What follows belongs to an exercise in optimizing a design on an open flow for small area, a short achievable clock period and few clock cycles; a production flow would make more cautious choices. The RTL was checked by simulation tests, not by an equivalence proof against the original design. Power and IR drop assume default switching activity.

### run.sh
#!/bin/bash
# synth_recipe.tcl (not shown) runs the flow's synth.tcl, then flattens the netlist and writes it again
# the make line also repeats each setting of config.mk as NAME=value (left out here)
make -C /OpenROAD-flow-scripts/flow DESIGN_CONFIG=/design/flow/config.mk WORK_HOME=/design/flow/orfs CLKGATE_MAP_FILE= SYNTH_SCRIPT=/design/flow/synth_recipe.tcl finish
### config.mk
export PLATFORM = sky130hd
export DESIGN_NAME = pcmdf_dec
export DESIGN_NICKNAME = pcmdf_dec
export VERILOG_FILES = /design/flow/design.v
export SDC_FILE = /design/flow/constraint.sdc
export NUM_CORES = 4
export LEC_CHECK = 0
export CAP_MARGIN = 20
export CORE_MARGIN = 2
export CORE_UTILIZATION = 40
export PLACE_DENSITY = 0.6
export SLEW_MARGIN = 20
### constraint.sdc
create_clock -name core_clock -period 8.0 [get_ports {clk}]
set_input_delay 1.6000 -clock core_clock [delete_from_list [all_inputs] [get_ports {clk}]]
set_output_delay 1.6000 -clock core_clock [all_outputs]
set_load 0.01 [all_outputs]
### design.v
module pcmdf_dec (
    input  wire        clk,
    input  wire        rst,
    input  wire        start,
    input  wire [15:0] cfg_len,
    input  wire [15:0] cfg_fps,
    input  wire        cfg_fps_set,
    input  wire        cfg_extract,
    output wire        idle,
    input  wire        in_valid,
    output wire        in_ready,
    input  wire [31:0] in_data,
    output reg         out_valid,
    input  wire        out_ready,
    output reg  [1:0]  out_type,
    output reg  [31:0] out_data,
    output reg  [2:0]  out_nbytes,
    output reg         out_tp,
    output reg  [63:0] out_ts,
    output reg  [15:0] out_hdr,
    output reg         out_ss,
    output reg  [31:0] out_sync,
    output reg  [15:0] out_sfid,
    output reg  [15:0] out_plen,
    output reg  [2:0]  out_status,
    output reg  [15:0] out_offset,
    output reg  [15:0] out_count,
    output reg  [31:0] out_mode_word
);
    localparam [1:0] T_HDR = 2'd0, T_PAY = 2'd1, T_END = 2'd2;
    localparam [2:0] ST_OK  = 3'd0,   
                     ST_MAL = 3'd1,   
                     ST_CFG = 3'd2,   
                     ST_ODE = 3'd3;   
    localparam [2:0] PH_MODE  = 3'd0,   
                     PH_TP    = 3'd1,   
                     PH_NEXT  = 3'd2,   
                     PH_REC   = 3'd3,   
                     PH_DRAIN = 3'd4,   
                     PH_END   = 3'd5;   
    reg        busy;
    reg [2:0]  phase;
    reg [15:0] len_l;
    reg [15:0] fps_l;
    reg        fpsv_l;
    reg        x_l;
    reg [15:0] pos;       
    reg [15:0] off;       
    reg [16:0] ri;        
    reg [15:0] count;     
    reg [2:0]  status;
    reg [31:0] mw;
    reg [63:0] ts;
    reg [15:0] hdr;
    reg [31:0] sync;
    reg [7:0]  sfid_lo;
    reg [31:0] pack;      
    reg [1:0]  pack_n;
    reg [31:0] wbuf;      
    reg        wvalid;
    wire [16:0] rs      = {1'b0, fps_l} + 17'd10;
    wire [16:0] stride  = rs + {16'd0, rs[0]};
    wire [16:0] hlen    = x_l ? 17'd16 : 17'd10;
    wire [17:0] rec_end = {2'b00, off} + {1'b0, rs};
    wire        fits    = rec_end <= {2'b00, len_l};
    wire        more    = pos < len_l;
    wire        byte_av = wvalid && more;
    wire [7:0]  b       = wbuf[{pos[1:0], 3'b000} +: 8];
    wire        last_in_word = (pos[1:0] == 2'd3) || (pos + 16'd1 == len_l);
    wire        out_free = !out_valid || out_ready;
    wire [31:0] packw;
    assign packw[7:0]   = (pack_n == 2'd0) ? b : pack[7:0];
    assign packw[15:8]  = (pack_n == 2'd1) ? b : pack[15:8];
    assign packw[23:16] = (pack_n == 2'd2) ? b : pack[23:16];
    assign packw[31:24] = (pack_n == 2'd3) ? b : pack[31:24];
    assign idle     = !busy;
    assign in_ready = busy && !wvalid && more;
    wire tp_last   = (pos + 16'd1 == len_l);
    wire rec_last  = (ri == rs - 17'd1);
    wire rec_hdr   = (ri == hlen - 17'd1);
    wire rec_pay   = (ri >= hlen);
    wire ts_bad    = (ri == 17'd7) && (ts[55:0] == 56'hFF_FFFF_FFFF_FFFF) && (b == 8'hFF);
    reg  need_out;
    always @* begin
        need_out = 1'b0;
        case (phase)
            PH_MODE: need_out = (pos == 16'd3) && mw[20];
            PH_TP:   need_out = (pack_n == 2'd3) || tp_last;
            PH_REC:  need_out = !ts_bad && (rec_hdr || (rec_pay && ((pack_n == 2'd3) || rec_last)));
            default: need_out = 1'b0;
        endcase
    end
    wire consuming_phase = (phase == PH_MODE) || (phase == PH_TP) || (phase == PH_REC) ||
                           (phase == PH_DRAIN) || ((phase == PH_NEXT) && (pos < off));
    wire take = busy && byte_av && consuming_phase && (!need_out || out_free);
    always @(posedge clk) begin
        if (rst) begin
            busy      <= 1'b0;
            phase     <= PH_MODE;
            wvalid    <= 1'b0;
            out_valid <= 1'b0;
        end else begin
            if (out_valid && out_ready)
                out_valid <= 1'b0;
            if (in_valid && in_ready) begin
                wbuf   <= in_data;
                wvalid <= 1'b1;
            end
            if (take) begin
                pos <= pos + 16'd1;
                if (last_in_word)
                    wvalid <= 1'b0;
            end
            if (!busy) begin
                if (start) begin
                    busy   <= 1'b1;
                    len_l  <= cfg_len;
                    fps_l  <= cfg_fps;
                    fpsv_l <= cfg_fps_set;
                    x_l    <= cfg_extract;
                    pos    <= 16'd0;
                    off    <= 16'd0;
                    count  <= 16'd0;
                    mw     <= 32'd0;
                    pack_n <= 2'd0;
                    if (cfg_len < 16'd4) begin
                        status <= ST_MAL;
                        phase  <= PH_DRAIN;
                    end else begin
                        status <= ST_OK;
                        phase  <= PH_MODE;
                    end
                end
            end else begin
                case (phase)
                    PH_MODE: if (take) begin
                        mw[{pos[1:0], 3'b000} +: 8] <= b;
                        if (pos == 16'd3) begin
                            off <= 16'd4;
                            if (mw[20]) begin
                                out_valid <= 1'b1;
                                out_type  <= T_HDR;
                                out_tp    <= 1'b1;
                                out_ss    <= 1'b0;
                                out_plen  <= len_l - 16'd4;
                                phase     <= PH_TP;
                            end else if (!fpsv_l) begin
                                status <= ST_CFG;
                                phase  <= PH_DRAIN;
                            end else begin
                                phase <= PH_NEXT;
                            end
                        end
                    end
                    PH_TP: begin
                        if (!more) begin
                            off   <= len_l;
                            count <= 16'd1;
                            phase <= PH_END;
                        end else if (take) begin
                            if (need_out) begin
                                out_valid  <= 1'b1;
                                out_type   <= T_PAY;
                                out_data   <= packw;
                                out_nbytes <= {1'b0, pack_n} + 3'd1;
                                pack_n     <= 2'd0;
                            end else begin
                                pack   <= packw;
                                pack_n <= pack_n + 2'd1;
                            end
                        end
                    end
                    PH_NEXT: begin
                        if (pos < off && more) begin
                        end else if (!fits) begin
                            phase <= PH_DRAIN;
                        end else if (x_l && fps_l < 16'd6) begin
                            status <= ST_ODE;
                            count  <= 16'd0;
                            phase  <= PH_DRAIN;
                        end else begin
                            ri    <= 17'd0;
                            phase <= PH_REC;
                        end
                    end
                    PH_REC: if (take) begin
                        ri <= ri + 17'd1;
                        if (ri < 17'd8)
                            ts[{ri[2:0], 3'b000} +: 8] <= b;
                        else if (ri == 17'd8)
                            hdr[7:0] <= b;
                        else if (ri == 17'd9)
                            hdr[15:8] <= b;
                        else if (x_l && ri == 17'd10)
                            sync[23:16] <= b;
                        else if (x_l && ri == 17'd11)
                            sync[31:24] <= b;
                        else if (x_l && ri == 17'd12)
                            sync[7:0] <= b;
                        else if (x_l && ri == 17'd13)
                            sync[15:8] <= b;
                        else if (x_l && ri == 17'd14)
                            sfid_lo <= b;
                        if (ts_bad) begin
                            status <= ST_ODE;
                            count  <= 16'd0;
                            phase  <= PH_DRAIN;
                        end else begin
                            if (rec_hdr) begin
                                out_valid <= 1'b1;
                                out_type  <= T_HDR;
                                out_tp    <= 1'b0;
                                out_ts    <= ts;
                                out_hdr   <= x_l ? hdr : {b, hdr[7:0]};
                                out_ss    <= x_l;
                                out_sync  <= sync;
                                out_sfid  <= {b, sfid_lo};
                                out_plen  <= x_l ? fps_l - 16'd6 : fps_l;
                            end else if (rec_pay) begin
                                if ((pack_n == 2'd3) || rec_last) begin
                                    out_valid  <= 1'b1;
                                    out_type   <= T_PAY;
                                    out_data   <= packw;
                                    out_nbytes <= {1'b0, pack_n} + 3'd1;
                                    pack_n     <= 2'd0;
                                end else begin
                                    pack   <= packw;
                                    pack_n <= pack_n + 2'd1;
                                end
                            end
                            if (rec_last) begin
                                count <= count + 16'd1;
                                off   <= off + stride[15:0];
                                phase <= PH_NEXT;
                            end
                        end
                    end
                    PH_DRAIN: begin
                        if (!more)
                            phase <= PH_END;
                    end
                    PH_END: begin
                        if (out_free) begin
                            out_valid     <= 1'b1;
                            out_type      <= T_END;
                            out_status    <= status;
                            out_offset    <= off;
                            out_count     <= count;
                            out_mode_word <= mw;
                            busy          <= 1'b0;
                        end
                    end
                    default: phase <= PH_DRAIN;
                endcase
            end
        end
    end
endmodule
==> flow_results.xml <==
<?xml version="1.0" encoding="UTF-8"?>
<metrics>
  <group name="status">
    <metric name="outcome" unit="">complete, no violations</metric>
  </group>
  <group name="grt">
    <metric name="grt_antenna_before_repair" unit="">0</metric>
    <metric name="overflow_after_grt" unit="">0</metric>
    <metric name="global_route_wire_length_before_repair" unit="µm">108400</metric>
    <metric name="grt_max_degree" unit="">81</metric>
    <metric name="grt_overall_usage" unit="%">21.08</metric>
    <metric name="grt_pass1_vias" unit="">17070</metric>
  </group>
  <group name="yosys">
    <metric name="post_synthesis_instance_total" unit="">1971</metric>
    <metric name="yosys.area_share.simple" unit="%">11.20</metric>
    <metric name="synth_area_per_cell" unit="µm²">13.48</metric>
    <metric name="main_combinational_cell_family_by_area_after_synthesis" unit="">simple AND/OR/NAND/NOR gates</metric>
    <metric name="synth_adder_area_share" unit="%">4.249</metric>
    <metric name="synth_top_area_share" unit="%">64.22</metric>
    <metric name="synth_commonest_cells" unit="">sky130_fd_sc_hd__edfxtp_1 (568), sky130_fd_sc_hd__nor2_1 (143), sky130_fd_sc_hd__nand2_1 (130)</metric>
    <metric name="compound_gate_fraction_of_synth_area" unit="%">9.907</metric>
    <metric name="number_of_unique_standard_cell_types_used_by_synthesis" unit="">92</metric>
    <metric name="synth_xor_xnor_area_share" unit="%">4.993</metric>
    <metric name="synth_top_cell_by_area" unit="">sky130_fd_sc_hd__edfxtp_1</metric>
    <metric name="ys_async_rst_share" unit="%">0</metric>
    <metric name="synth.most_common_cell" unit="">sky130_fd_sc_hd__edfxtp_1</metric>
    <metric name="synth.mux.area_fraction" unit="%">2.223</metric>
    <metric name="synth-main-ff-cell" unit="">sky130_fd_sc_hd__edfxtp_1</metric>
    <metric name="mappedNetlistNets" unit="">2131</metric>
    <metric name="synth.yosys.seq_area_share" unit="%">64.67</metric>
    <metric name="yosys_warnings" unit="">1</metric>
    <metric name="post_synth_instance_area" unit="µm²">26560</metric>
    <metric name="number_of_enable_type_register_cells_in_the_synthesized_netlist" unit="">568</metric>
    <metric name="synth.ff_latch_count" unit="">574</metric>
    <metric name="synth.area.top_cells" unit="">sky130_fd_sc_hd__edfxtp_1 (64%), sky130_fd_sc_hd__ha_1 (4.1%), sky130_fd_sc_hd__xnor2_1 (2.9%), sky130_fd_sc_hd__a22o_1 (2.1%), sky130_fd_sc_hd__nor2_1 (2.0%)</metric>
  </group>
  <group name="place">
    <metric name="dp_hpwl" unit="µm">53210</metric>
    <metric name="placedInstanceArea" unit="µm²">30700</metric>
    <metric name="gpl.final_weighted_congestion" unit="">0.9269</metric>
    <metric name="port-buffer-count" unit="">322</metric>
  </group>
  <group name="floorplan">
    <metric name="top_level_ports" unit="">324</metric>
    <metric name="floorplan.initialDensity" unit="%">40.40</metric>
    <metric name="die_width" unit="µm">261.7</metric>
    <metric name="design.die.area" unit="µm²">68480</metric>
    <metric name="placementRows" unit="">94</metric>
    <metric name="core_area" unit="µm²">65750</metric>
    <metric name="die_h" unit="µm">261.7</metric>
  </group>
  <group name="clock_network">
    <metric name="cts-buffers-inserted" unit="">58</metric>
    <metric name="cts.repair_timing.setup_buffer_count" unit="">0</metric>
    <metric name="tritoncts" unit="">done</metric>
    <metric name="clkLatencyLatePin" unit="ns">0.64</metric>
    <metric name="htree_levels" unit="">2</metric>
    <metric name="cts_resized" unit="">0</metric>
    <metric name="cts.sinks" unit="">574</metric>
    <metric name="clk_path_buf_depth" unit="">3</metric>
    <metric name="clkSlewWorstSetupHoldPaths" unit="ns">0.06</metric>
    <metric name="ctsHoldBuffers" unit="">0</metric>
    <metric name="root_buffer" unit="">sky130_fd_sc_hd__clkbuf_16</metric>
  </group>
  <group name="setup_path">
    <metric name="critPathKind" unit="">reg -&gt; reg</metric>
    <metric name="critPathArrivalTime" unit="ns">6.96</metric>
    <metric name="crit_top_cell" unit="">sky130_fd_sc_hd__ha_1</metric>
    <metric name="timing.critical_path.required" unit="ns">8.23</metric>
    <metric name="cpPeakStageDelay" unit="ns">0.85</metric>
    <metric name="slowest_stage" unit="">sky130_fd_sc_hd__and4b_1</metric>
    <metric name="worstPathCellList" unit="">ha_1 &gt; xnor2_1 &gt; ha_1 &gt; o21ai_0 &gt; a21boi_0 &gt; o21a_1 &gt; or2_2 &gt; a21o_1 &gt; a21oi_1 &gt; o21ai_0 &gt; xor2_1 &gt; ha_1 &gt; and4_1 &gt; nand4_1 &gt; or4_1 &gt; o211ai_1 &gt; and3_1 &gt; a31o_2 &gt; a21oi_1 &gt; and4b_1</metric>
    <metric name="worstSetupStartpointType" unit="">register</metric>
    <metric name="cp-end-kind" unit="">register</metric>
    <metric name="r2r.worst_path.cells" unit="">20</metric>
    <metric name="crit_fanout" unit="">16</metric>
  </group>
  <group name="worst_hold_path">
    <metric name="holdPathStages" unit="">0</metric>
    <metric name="hold_path.class" unit="">reg -&gt; reg</metric>
  </group>
  <group name="route">
    <metric name="totalWireLength" unit="µm">73850</metric>
    <metric name="drt_drc_violations_left" unit="">0</metric>
    <metric name="wl_per_cell" unit="µm">23.11</metric>
    <metric name="detailedRoute.firstIterationViolations" unit="">1400</metric>
    <metric name="vias" unit="">17610</metric>
    <metric name="ant_nets" unit="">0</metric>
    <metric name="first_pass_iters" unit="">5</metric>
    <metric name="viasPerCell" unit="">5.511</metric>
  </group>
  <group name="timing">
    <metric name="finClkSkew" unit="ns">0.04137</metric>
    <metric name="period_share" unit="%">84.08</metric>
    <metric name="setup-violations-final" unit="">0</metric>
    <metric name="final-max-slew-violation-count" unit="">0</metric>
    <metric name="slew_headroom" unit="%">26.59</metric>
    <metric name="tightest_slew" unit="ns">1.101</metric>
    <metric name="finalSetupTns" unit="ns">0</metric>
    <metric name="max_freq" unit="MHz">148.7</metric>
    <metric name="timing.final.crit_period" unit="ns">6.726</metric>
    <metric name="timing.hold.ws" unit="ns">0.4154</metric>
    <metric name="timing_hold_violations_final" unit="">0</metric>
    <metric name="grt_setup_unrepaired" unit="">false</metric>
  </group>
  <group name="finish">
    <metric name="area.growth.synth_to_final" unit="%">22.86</metric>
    <metric name="core_util_final" unit="%">49.63</metric>
    <metric name="stdcell_area" unit="µm²">32630</metric>
    <metric name="n_antenna_cell" unit="">0</metric>
    <metric name="post_route_cells_drive_above_1_share" unit="%">9.266</metric>
    <metric name="num-nets-final" unit="">2443</metric>
  </group>
  <group name="power_and_ir_drop">
    <metric name="irDropWorstVdd" unit="mV">0.1537</metric>
    <metric name="power_leakage" unit="nW">11.25</metric>
    <metric name="power.density" unit="nW/µm²">200.5</metric>
    <metric name="power" unit="mW">6.543</metric>
  </group>
  <group name="flow_run">
    <metric name="maxCapViolCount" unit="">0</metric>
  </group>
</metrics>
-- registers in the layout, summed over array words and instances, names as in the netlist, 17 cells and up --
register       cells
out_sync          32
out_data          32
pack              32
sync              32
out_mode_word     32
ri                17
mw                32
ts                64
out_ts            64
wbuf              32
-- layer usage --
| metal | global-route usage (%) | vias to the layer above | part of all wire [%] |
|---|---|---|---|
| met2 | 35.22 | 608 | 49 |
| met1 | 29.12 | 8813 | 44 |
| met5 | 0 | - | 0 |
| met3 | 2.797 | 96 | 5.4 |
| met4 | 5.445 | 0 | 2.2 |
| li1 | - | 8090 | - |
-- where the power goes --
part | internal, mW | switching (mW)
clock network | 1.47 | 1.17
logic | 0.202 | 0.306
registers | 3.34 | 0.0619
total | 5.01 | 1.53
-- logic make-up (layout without fill, tap and decap cells) --
kind of cell / after synthesis / in the layout
compound gates: 371 / 371
flops: 574 / 574
xor+xnor: 143 / 143
buf+inv: 171 / 531
mux: 45 / 45
other cells: 1 / 1
simple gates: 577 / 577
fa+ha+maj: 89 / 89
-- layout make-up --
| cell class | instances | area, µm² |
|---|---|---|
| repair buffers | 348 | 3466 |
| flip-flops and latches | 574 | 17180 |
| clock inverters | 45 | 394.1 |
| multi-input cells | 1226 | 8762 |
| fillers | 5649 | 33110 |
| clock buffers | 63 | 1470 |
| well taps | 864 | 1081 |
| inverters | 75 | 281.5 |
-- cells in the final DEF, fill, tap and decap left out, types with 23 or more instances in the layout --
master                            count
sky130_fd_sc_hd__nor2_1             140
sky130_fd_sc_hd__o21ai_0             61
sky130_fd_sc_hd__nor2b_1             36
sky130_fd_sc_hd__ha_1                87
sky130_fd_sc_hd__edfxtp_1           568
sky130_fd_sc_hd__nand2_1            130
sky130_fd_sc_hd__a21o_1              24
sky130_fd_sc_hd__xnor2_1             87
sky130_fd_sc_hd__inv_1               73
sky130_fd_sc_hd__mux2_2              32
sky130_fd_sc_hd__clkbuf_16           58
sky130_fd_sc_hd__nand3_1             46
sky130_fd_sc_hd__a22o_1              65
sky130_fd_sc_hd__a21oi_1             92
sky130_fd_sc_hd__nor3_1              31
sky130_fd_sc_hd__nand4_1             47
sky130_fd_sc_hd__xor2_1              51
sky130_fd_sc_hd__clkdlybuf4s50_1    322
sky130_fd_sc_hd__buf_4               23
-- path summary, 6_finish.rpt --
| check | slack, ns | startpoint | end |
|---|---|---|---|
| worst max-delay path | 1.27 | fps_l[1]$_DFFE_PP_ | count[15]$_SDFFCE_PN0P_ |
| worst max register to register | 1.27 | fps_l[1]$_DFFE_PP_ | count[15]$_SDFFCE_PN0P_ |
| worst min-delay path | 0.42 | sync[21]$_DFFE_PP_ | out_sync[21]$_DFFE_PP_ |
| worst min register to register | 0.42 | sync[21]$_DFFE_PP_ | out_sync[21]$_DFFE_PP_ |
-- metrics by stage --
step	cells	worst slack, ns
floorplan	1971	1.161
global placement	3084	1.460
detailed placement	3085	1.292
CTS	3193	1.262
global route	3195	0.7690
finish	3195	1.274
-- worst max-delay path: cells and delay by family (launching register included) --
| kind | cells | cell delay (ns) |
|---|---|---|
| xor gates and xnor gates | 2 | 0.73 |
| DFF | 1 | 0.62 |
| adders and majority gates | 3 | 1.17 |
| AOI/OAI and AO/OA | 9 | 1.53 |
| and+or+nand+nor | 6 | 2.29 |
Testbench counts, summed over its fixed seeds: cycles 92,037.

-- separate check: timing with driven ports --
The flow's constraints put no driver on any port. The routed layout listed below was extracted and timed again, unchanged, in two steps.
Step 1 sets driving cells, clkbuf_16 on the clock port and buf_2 on the other inputs (assumed; they add their load-dependent delay and slew).
Step 2 times the ports against the registers' clock, not the clock port: input delays grow and output delays shrink by t, the midpoint of the rising clock arrivals with the driver on.
a / b / c = no drivers / after step 1 / after step 2; a / b = the first two.
t (ns): 0.682
slack for setup (ns): 1.274 / 1.274 / 1.274
worst data-port slew with drivers (ns): 0.06
cell pins on the clock port's net: 1
After both steps setup and hold are still met in this run. For this run, drivers alone change the setup slack by 0.000 ns; drivers and shift together by 0.000 ns.
